Source: an optimization exercise on an open RTL-to-GDS flow (aim: small area). Production flows keep margins and buffers that such runs may drop.
Function was checked by simulation only, so behaviour that the tests miss may differ from the original.
No activity file was given, so power comes from the tool's default toggle rates.

==> module tms6100_core, before the edit <==
module tms6100_core (
    input  wire        clk,
    input  wire        rst,         
    input  wire        m0,
    input  wire        m1,
    input  wire        hclk,
    input  wire [3:0]  add,
    output wire        data_low,    
    input  wire        rise_ie,
    input  wire        fall_ie,
    input  wire        act_clr,
    output reg         act,
    input  wire        cfg_we,
    input  wire [5:0]  cfg_addr,
    input  wire [15:0] cfg_wdata,
    output wire [15:0] mem_addr,
    input  wire [7:0]  mem_rdata
);
    reg        bank_map  [0:15];
    reg [2:0]  bank_desc [0:15];
    reg [15:0] desc_base [0:7];
    reg [14:0] desc_win  [0:7];
    reg [14:0] desc_len  [0:7];
    always @(posedge clk) begin
        if (cfg_we) begin
            case (cfg_addr[5:3])
                3'b000, 3'b001: begin
                    bank_map[cfg_addr[3:0]]  <= cfg_wdata[3];
                    bank_desc[cfg_addr[3:0]] <= cfg_wdata[2:0];
                end
                3'b100: desc_base[cfg_addr[2:0]] <= cfg_wdata;
                3'b101: desc_win[cfg_addr[2:0]]  <= cfg_wdata[14:0];
                3'b110: desc_len[cfg_addr[2:0]]  <= cfg_wdata[14:0];
                default: ;
            endcase
        end
    end
    function automatic [17:0] inc18(input [17:0] x, input ci);
        integer i;
        reg c;
        begin
            c = ci;
            for (i = 0; i < 18; i = i + 1) begin
                inc18[i] = x[i] ^ c;
                c = x[i] & c;
            end
        end
    endfunction
    function automatic [15:0] add16(input [15:0] x, input [13:0] y);
        integer i;
        reg c, yi;
        begin
            c = 1'b0;
            for (i = 0; i < 16; i = i + 1) begin
                yi = (i < 14) ? y[i] : 1'b0;
                add16[i] = x[i] ^ yi ^ c;
                c = (x[i] & yi) | (x[i] & c) | (yi & c);
            end
        end
    endfunction
    function automatic less15(input [13:0] x, input [14:0] y);
        integer i;
        reg r, nx;
        begin
            r = 1'b0;
            for (i = 0; i < 15; i = i + 1) begin
                nx = (i < 14) ? ~x[i] : 1'b1;
                r = (nx & y[i]) | (nx & r) | (y[i] & r);
            end
            less15 = r;
        end
    endfunction
    localparam [1:0] S_IA = 2'd0,    
                     S_DM = 2'd1,    
                     S_FE = 2'd2,    
                     S_SQ = 2'd3;    
    localparam [2:0] Q_IND1 = 3'd1,   
                     Q_IND2 = 3'd2;   
    reg [17:0] addr;
    reg [1:0]  st;
    reg [2:0]  cnt;
    reg        pend_a;
    reg        pend_m;       
    reg        out_latch;
    reg        map;          
    reg [7:0]  dsel;         
    reg        m0_q, m1_q, hclk_q;
    wire m0_rise   = m0 & ~m0_q & rise_ie;
    wire m1_rise   = m1 & ~m1_q & rise_ie;
    wire hclk_fall = ~hclk & hclk_q & fall_ie;
    wire [13:0] off    = addr[13:0];
    wire [17:0] addr_p1 = inc18(addr, 1'b1);
    reg  [15:0] base;
    reg  [14:0] win, len;
    integer k;
    always @* begin
        base = 16'd0;
        win  = 15'd0;
        len  = 15'd0;
        for (k = 0; k < 8; k = k + 1) begin
            base = base | (desc_base[k] & {16{dsel[k]}});
            win  = win  | (desc_win[k]  & {15{dsel[k]}});
            len  = len  | (desc_len[k]  & {15{dsel[k]}});
        end
    end
    wire        inwin  = less15(off, win);
    wire        pad    = ~less15(off, len);
    wire        ok     = map & inwin;
    wire        val    = ok & ~pad;      
    assign mem_addr = add16(base, off);
    wire ready  = (st == S_FE) & ok;
    wire dummy  = (st == S_DM) & map;
    assign data_low = ready & ~pend_a & ~out_latch;
    wire [2:0] nib_count = (st == S_IA) ? cnt : 3'd0;
    reg [17:0] addr_n;
    reg [1:0]  st_n;
    reg [2:0]  cnt_n;
    reg        pend_a_n, pend_m_n, out_latch_n, act_n;
    reg        step_n;       
    always @* begin
        addr_n      = addr;
        st_n        = st;
        cnt_n       = cnt;
        pend_a_n    = pend_a;
        pend_m_n    = pend_m;
        out_latch_n = out_latch;
        act_n       = act;
        step_n      = 1'b0;
        if (rst) begin
            st_n        = S_IA;
            cnt_n       = 3'd0;
            pend_a_n    = 1'b0;
            pend_m_n    = 1'b0;
            out_latch_n = 1'b1;
            act_n       = 1'b0;
        end else if (st == S_SQ) begin
            case (cnt)
                Q_IND1: begin
                    addr_n[7:0] = pend_m ? mem_rdata : 8'h00;
                    pend_m_n    = val;
                    if (map) begin
                        cnt_n = Q_IND2;
                    end else begin
                        st_n  = S_IA;
                        cnt_n = 3'd0;
                    end
                end
                Q_IND2: begin
                    addr_n[13:8] = pend_m ? mem_rdata[5:0] : 6'd0;
                    pend_m_n     = 1'b0;
                    st_n         = S_FE;
                    cnt_n        = 3'd0;
                end
                default: begin
                    st_n        = S_IA;
                    cnt_n       = 3'd0;
                end
            endcase
        end else begin
            if (act_clr)
                act_n = 1'b0;
            if (m1_rise) begin
                pend_a_n = 1'b1;
                act_n    = 1'b1;
            end
            if (m0_rise) begin
                act_n = 1'b1;
                if (st == S_IA) begin
                    cnt_n = 3'd0;            
                end else begin
                    pend_m_n = 1'b1;
                    if (ready)
                        out_latch_n = ~pad & mem_rdata[cnt];
                end
            end
            if (hclk_fall) begin
                pend_a_n = 1'b0;
                pend_m_n = 1'b0;
                if (pend_a & ~pend_m) begin
                    case (nib_count)
                        3'd0: addr_n[3:0]   = add;
                        3'd1: addr_n[7:4]   = add;
                        3'd2: addr_n[11:8]  = add;
                        3'd3: addr_n[15:12] = add;
                        default: addr_n[17:16] = add[1:0];
                    endcase
                    if (nib_count == 3'd4) begin
                        st_n  = S_DM;
                        cnt_n = 3'd0;
                    end else begin
                        st_n  = S_IA;
                        cnt_n = nib_count + 3'd1;
                    end
                end else if (pend_a & pend_m) begin
                    if (dummy) begin
                        pend_m_n     = val;
                        st_n         = S_SQ;
                        cnt_n        = Q_IND1;
                        addr_n[13:0] = addr_p1[13:0];
                        step_n       = 1'b1;
                    end else begin
                        st_n  = S_IA;        
                        cnt_n = 3'd0;
                    end
                end else if (pend_m) begin
                    if (dummy) begin
                        st_n  = S_FE;        
                        cnt_n = 3'd0;
                    end else if (cnt == 3'd7) begin
                        addr_n = addr_p1;    
                        st_n   = S_FE;
                        cnt_n  = 3'd0;
                    end else begin
                        cnt_n = cnt + 3'd1;
                    end
                end
            end
        end
    end
    wire [3:0] bank_n = step_n ? addr_p1[17:14] : addr_n[17:14];
    always @(posedge clk) begin
        m0_q      <= m0;
        m1_q      <= m1;
        hclk_q    <= hclk;
        addr      <= addr_n;
        st        <= st_n;
        cnt       <= cnt_n;
        pend_a    <= pend_a_n;
        pend_m    <= pend_m_n;
        out_latch <= out_latch_n;
        act       <= act_n;
        map       <= bank_map[bank_n];
        dsel      <= 8'd1 << bank_desc[bank_n];
    end
endmodule
clock: 12.0 ns
lec_check: 0
cap_margin: 20
core_margin: 2
core_utilization: 65
slew_margin: 20
standard.sh (not shown) runs the stock make flow with config.mk's settings and CLKGATE_MAP_FILE= SYNTH_SCRIPT=/design/flow/synth_recipe.tcl, a recipe that flattens the netlist after the stock synthesis.
==> flow/flow/run.sh <==
#!/bin/bash
# Standard synthesis and layout, with two changes to how the layout is made:
# - port buffers use the smallest buffer cell instead of the default one;
# - the clock tree clusters up to 30 sinks within 80 um per leaf buffer and
#   inserts no dummy loads.
# Each step's full output goes to a log file of its own in the work folder.
set -euo pipefail
export BUFFER_PORTS_ARGS="-buffer_cell sky130_fd_sc_hd__buf_1"
export CTS_ARGS="-sink_clustering_enable -repair_clock_nets -sink_clustering_size 30 -sink_clustering_max_diameter 80 -dont_use_dummy_load"
bash standard.sh synth > synth.log 2>&1
bash standard.sh floorplan > floorplan.log 2>&1
bash standard.sh place > place.log 2>&1
bash standard.sh cts > cts.log 2>&1
bash standard.sh route > route.log 2>&1
bash standard.sh finish > finish.log 2>&1
Then changed:
--- a/flow/design.v
+++ b/flow/design.v
@@ -71,13 +71,14 @@
         end
     endfunction
     localparam [1:0] S_IA = 2'd0,    
                      S_DM = 2'd1,    
                      S_FE = 2'd2,    
                      S_SQ = 2'd3;    
-    localparam [2:0] Q_IND1 = 3'd1,   
+    localparam [2:0] Q_PRE  = 3'd0,   
+                     Q_IND1 = 3'd1,   
                      Q_IND2 = 3'd2;   
     reg [17:0] addr;
     reg [1:0]  st;
     reg [2:0]  cnt;
     reg        pend_a;
     reg        pend_m;       
@@ -113,22 +114,20 @@
     assign data_low = ready & ~pend_a & ~out_latch;
     wire [2:0] nib_count = (st == S_IA) ? cnt : 3'd0;
     reg [17:0] addr_n;
     reg [1:0]  st_n;
     reg [2:0]  cnt_n;
     reg        pend_a_n, pend_m_n, out_latch_n, act_n;
-    reg        step_n;       
     always @* begin
         addr_n      = addr;
         st_n        = st;
         cnt_n       = cnt;
         pend_a_n    = pend_a;
         pend_m_n    = pend_m;
         out_latch_n = out_latch;
         act_n       = act;
-        step_n      = 1'b0;
         if (rst) begin
             st_n        = S_IA;
             cnt_n       = 3'd0;
             pend_a_n    = 1'b0;
             pend_m_n    = 1'b0;
             out_latch_n = 1'b1;
@@ -148,12 +147,16 @@
                 Q_IND2: begin
                     addr_n[13:8] = pend_m ? mem_rdata[5:0] : 6'd0;
                     pend_m_n     = 1'b0;
                     st_n         = S_FE;
                     cnt_n        = 3'd0;
                 end
+                Q_PRE: begin
+                    addr_n[13:0] = addr_p1[13:0];
+                    cnt_n        = Q_IND1;
+                end
                 default: begin
                     st_n        = S_IA;
                     cnt_n       = 3'd0;
                 end
             endcase
         end else begin
@@ -192,15 +195,13 @@
                         cnt_n = nib_count + 3'd1;
                     end
                 end else if (pend_a & pend_m) begin
                     if (dummy) begin
                         pend_m_n     = val;
                         st_n         = S_SQ;
-                        cnt_n        = Q_IND1;
-                        addr_n[13:0] = addr_p1[13:0];
-                        step_n       = 1'b1;
+                        cnt_n        = Q_PRE;
                     end else begin
                         st_n  = S_IA;        
                         cnt_n = 3'd0;
                     end
                 end else if (pend_m) begin
                     if (dummy) begin
@@ -214,22 +215,23 @@
                         cnt_n = cnt + 3'd1;
                     end
                 end
             end
         end
     end
-    wire [3:0] bank_n = step_n ? addr_p1[17:14] : addr_n[17:14];
+    wire       step   = (st == S_SQ) & (cnt == Q_PRE);
+    wire [3:0] bank_l = step ? addr_p1[17:14] : addr[17:14];
     always @(posedge clk) begin
         m0_q      <= m0;
         m1_q      <= m1;
         hclk_q    <= hclk;
         addr      <= addr_n;
         st        <= st_n;
         cnt       <= cnt_n;
         pend_a    <= pend_a_n;
         pend_m    <= pend_m_n;
         out_latch <= out_latch_n;
         act       <= act_n;
-        map       <= bank_map[bank_n];
-        dsel      <= 8'd1 << bank_desc[bank_n];
+        map       <= bank_map[bank_l];
+        dsel      <= 8'd1 << bank_desc[bank_l];
     end
 endmodule
Outcome:
- The new run went through all stages and came out clean
- global-route usage drops by 1.9 points
- sequential power falls by a few percent
- final cell count goes down by a few percent
- non-clock buffer count goes up by 5
- routed wire length decreases by a little under a tenth
- sequential cell count does not change
- via count fell by a little under a tenth
- worst setup slack gets better by 53 ps
- clock-buffer cell count stays the same
- first-iteration DRC count is lower by about a fifth
- total power is lower by about a fifth
- area after synthesis went down slightly

port drivers added, routing unchanged:
No port has a modelled driver above. Below, the same layouts with a new extraction and two added sets of constraints. Step 1, drivers: a clkbuf_16 drives clk and a buf_2 each remaining input, both assumed. Step 2 times the ports against the registers' clock, not the clock port: input delays grow and output delays shrink by t, the midpoint of the rising clock arrivals with the driver on. Slacks: no drivers / after step 1 / after step 2; pairs: no drivers / after step 1.
run | shift t [ns] | slack for setup (ns) | worst setup path after step 2 | worst register clock-pin slew, ns | pins driven straight from the clock port
the first run | 0.575 | 1.732 / 1.679 / 2.254 | register to output | 0.11 / 0.11 | 1
the second run | 0.568 | 1.785 / 1.732 / 2.300 | register to output | 0.12 / 0.12 | 1
After both steps every run listed still meets setup and hold.
